Source: an optimization exercise on an open RTL-to-GDS flow (aim: small area, a short achievable clock period and few clock cycles). Production flows keep margins and buffers that such runs may drop. Power is estimated from default activity; no workload was simulated.

## vm16_core
module vm16_core (
    input  wire        clk,
    input  wire        rst,         
    output reg         mem_req,
    output reg         mem_we,
    output reg  [15:0] mem_addr,
    output wire [15:0] mem_wdata,
    input  wire [15:0] mem_rdata,
    input  wire        mem_ready,
    input  wire        in_valid,
    input  wire [7:0]  in_data,
    output wire        in_ready,
    output wire        out_valid,
    output reg  [7:0]  out_data,
    input  wire        out_ready,
    output wire        halted
);
Size in the first run: about 2,200 cells after synthesis, roughly 74 I/O pins, ~0.016 mm² of cells after synthesis.
==> flow/config.mk <==
export PLATFORM = sky130hd
export DESIGN_NAME = vm16_core
export DESIGN_NICKNAME = vm16_core
export VERILOG_FILES = /design/flow/design.v
export SDC_FILE = /design/flow/constraint.sdc
export NUM_CORES = 4
export LEC_CHECK = 0
export ABC_AREA = 1
export CAP_MARGIN = 20
export CORE_MARGIN = 2
export CORE_UTILIZATION = 40
export SETUP_SLACK_MARGIN = 4.0
export SLEW_MARGIN = 20
export TNS_END_PERCENT = 0
==> flow/constraint.sdc <==
create_clock -name core_clock -period 8.0 [get_ports {clk}]
set_input_delay 1.6000 -clock core_clock [delete_from_list [all_inputs] [get_ports {clk}]]
set_output_delay 1.6000 -clock core_clock [all_outputs]
set_load 0.01 [all_outputs]
standard.sh (not shown) runs the stock make flow with config.mk's settings and CLKGATE_MAP_FILE= SYNTH_SCRIPT=/design/flow/synth_recipe.tcl, a recipe that flattens the netlist after the stock synthesis.
==> flow/flow/run.sh <==
#!/bin/bash
# The standard layout (the standard.sh, unchanged synthesis), with the
# input and output ports buffered by buf_2 cells rather than the placer's
# default pick.  Each tool's output goes to its own log in this folder.
export BUFFER_PORTS_ARGS="-buffer_cell sky130_fd_sc_hd__buf_2"
bash standard.sh > standard.log 2>&1
status=$?
tail -5 standard.log
exit $status
Change:
--- a/flow/design.v
+++ b/flow/design.v
@@ -186,38 +186,38 @@
     end
     wire [3:0]  nop    = mem_rdata[15:12];
     wire        n_trap = (nop == OP_TRAP) & (mem_rdata[7:3] == 5'b00100);
     wire [2:0]  nvec   = mem_rdata[2:0];
     wire        nb_sr  = (nop == OP_ST) | (nop == OP_STR) | (nop == OP_STI);
     wire        nimm   = mem_rdata[5] & ((nop == OP_ADD) | (nop == OP_AND));
     wire        n_ea   = (nop == OP_LDR) | (nop == OP_STR);
     wire        n_jsr  = (nop == OP_JSR);
     wire        n_rel  = (nop == OP_BR) | (nop == OP_LD) | (nop == OP_ST) | (nop == OP_LDI) |
                          (nop == OP_STI) | (nop == OP_LEA) | (n_jsr & mem_rdata[11]);
     wire [2:0]  na_idx = mem_rdata[8:6];
+    wire [2:0]  nb_idx = nb_sr ? mem_rdata[11:9] : mem_rdata[2:0];
     wire [7:0]  na_sel = 8'b1 << na_idx;
-    wire [7:0]  nb_sel = nb_sr ? (8'b1 << mem_rdata[11:9]) : (8'b1 << mem_rdata[2:0]);
+    wire [7:0]  nb_sel = 8'b1 << nb_idx;
     reg  [15:0] na_reg, nb_reg;
     integer j;
     always @(*) begin
         na_reg = 16'h0000;
         nb_reg = 16'h0000;
         for (j = 0; j < 8; j = j + 1) begin
             na_reg = na_reg | ({16{na_sel[j]}} & regs[j]);
             nb_reg = nb_reg | ({16{nb_sel[j]}} & regs[j]);
         end
     end
     wire [15:0] na_val = (we && widx == na_idx) ? wdata : na_reg;
-    wire        m_b    = we & (nb_sr ? (widx == mem_rdata[11:9]) : (widx == mem_rdata[2:0]));
     wire [15:0] nb_val = nimm ? {{11{mem_rdata[4]}}, mem_rdata[4:0]} :
-                         m_b ? wdata : nb_reg;
+                         (we && widx == nb_idx) ? wdata : nb_reg;
     wire [6:0]  n_lo   = {1'b0, na_val[5:0]} + {1'b0, mem_rdata[5:0]};
     wire [15:0] n_off  = n_jsr ? {{5{mem_rdata[10]}}, mem_rdata[10:0]}
                                : {{7{mem_rdata[8]}},  mem_rdata[8:0]};
     wire [16:0] n_tgt  = {mem_addr, 1'b1} + {n_off, 1'b1};
     wire stay_run  = (state_n == S_RUN);
     wire n_use_opa = (state_n == S_IND) | (state_n == S_STR_RD) |
                      (state_n == S_STR_LO) | (state_n == S_STR_HI);
     integer i;
     always @(posedge clk) begin
         if (rst) begin
             for (i = 0; i < 8; i = i + 1)
Effect: First-iteration DRC count rises by 0.50%. Combinational power hardly moves. Worst setup slack gets worse by 110 ps. Global-route usage shrinks by 0.62 points. Design area went down by about 4.7%. Sequential cell count stays the same. Clock skew hardly moves. Clock-buffer cell count shrinks by 3. Power drops by about 2.4%. Worst hold slack is about the same.
Function was not checked in any run of this note: the RTL went through the layout flow alone.

-- afterwards: timing with drivers on the ports --
The results above use ideal ports. As a check the final layouts listed here were re-extracted and re-timed, cells and wires unchanged.
Step 1 sets driving cells, clkbuf_16 on the clock port and buf_2 on the other inputs (assumed; they add their load-dependent delay and slew).
Step 2 also shifts input and output timing later by t, the mid clock arrival at the registers, as if the neighbouring blocks saw the same clock.
a / b / c = ideal / step 1 / step 2; a / b = the first two.
run	shift t [ns]	setup slack, ns	worst setup path after step 2	worst register clock-pin slew, ns	pins driven straight from the clock port
the first run	0.617	3.999 / 3.934 / 3.317	input to register	0.07 / 0.07	1
the second run	0.612	3.891 / 3.871 / 3.312	input to register	0.07 / 0.07	1
After both steps every run listed still meets setup and hold. For the first run, which loses most, drivers alone change the setup slack by -0.065 ns; drivers and shift together by -0.682 ns.
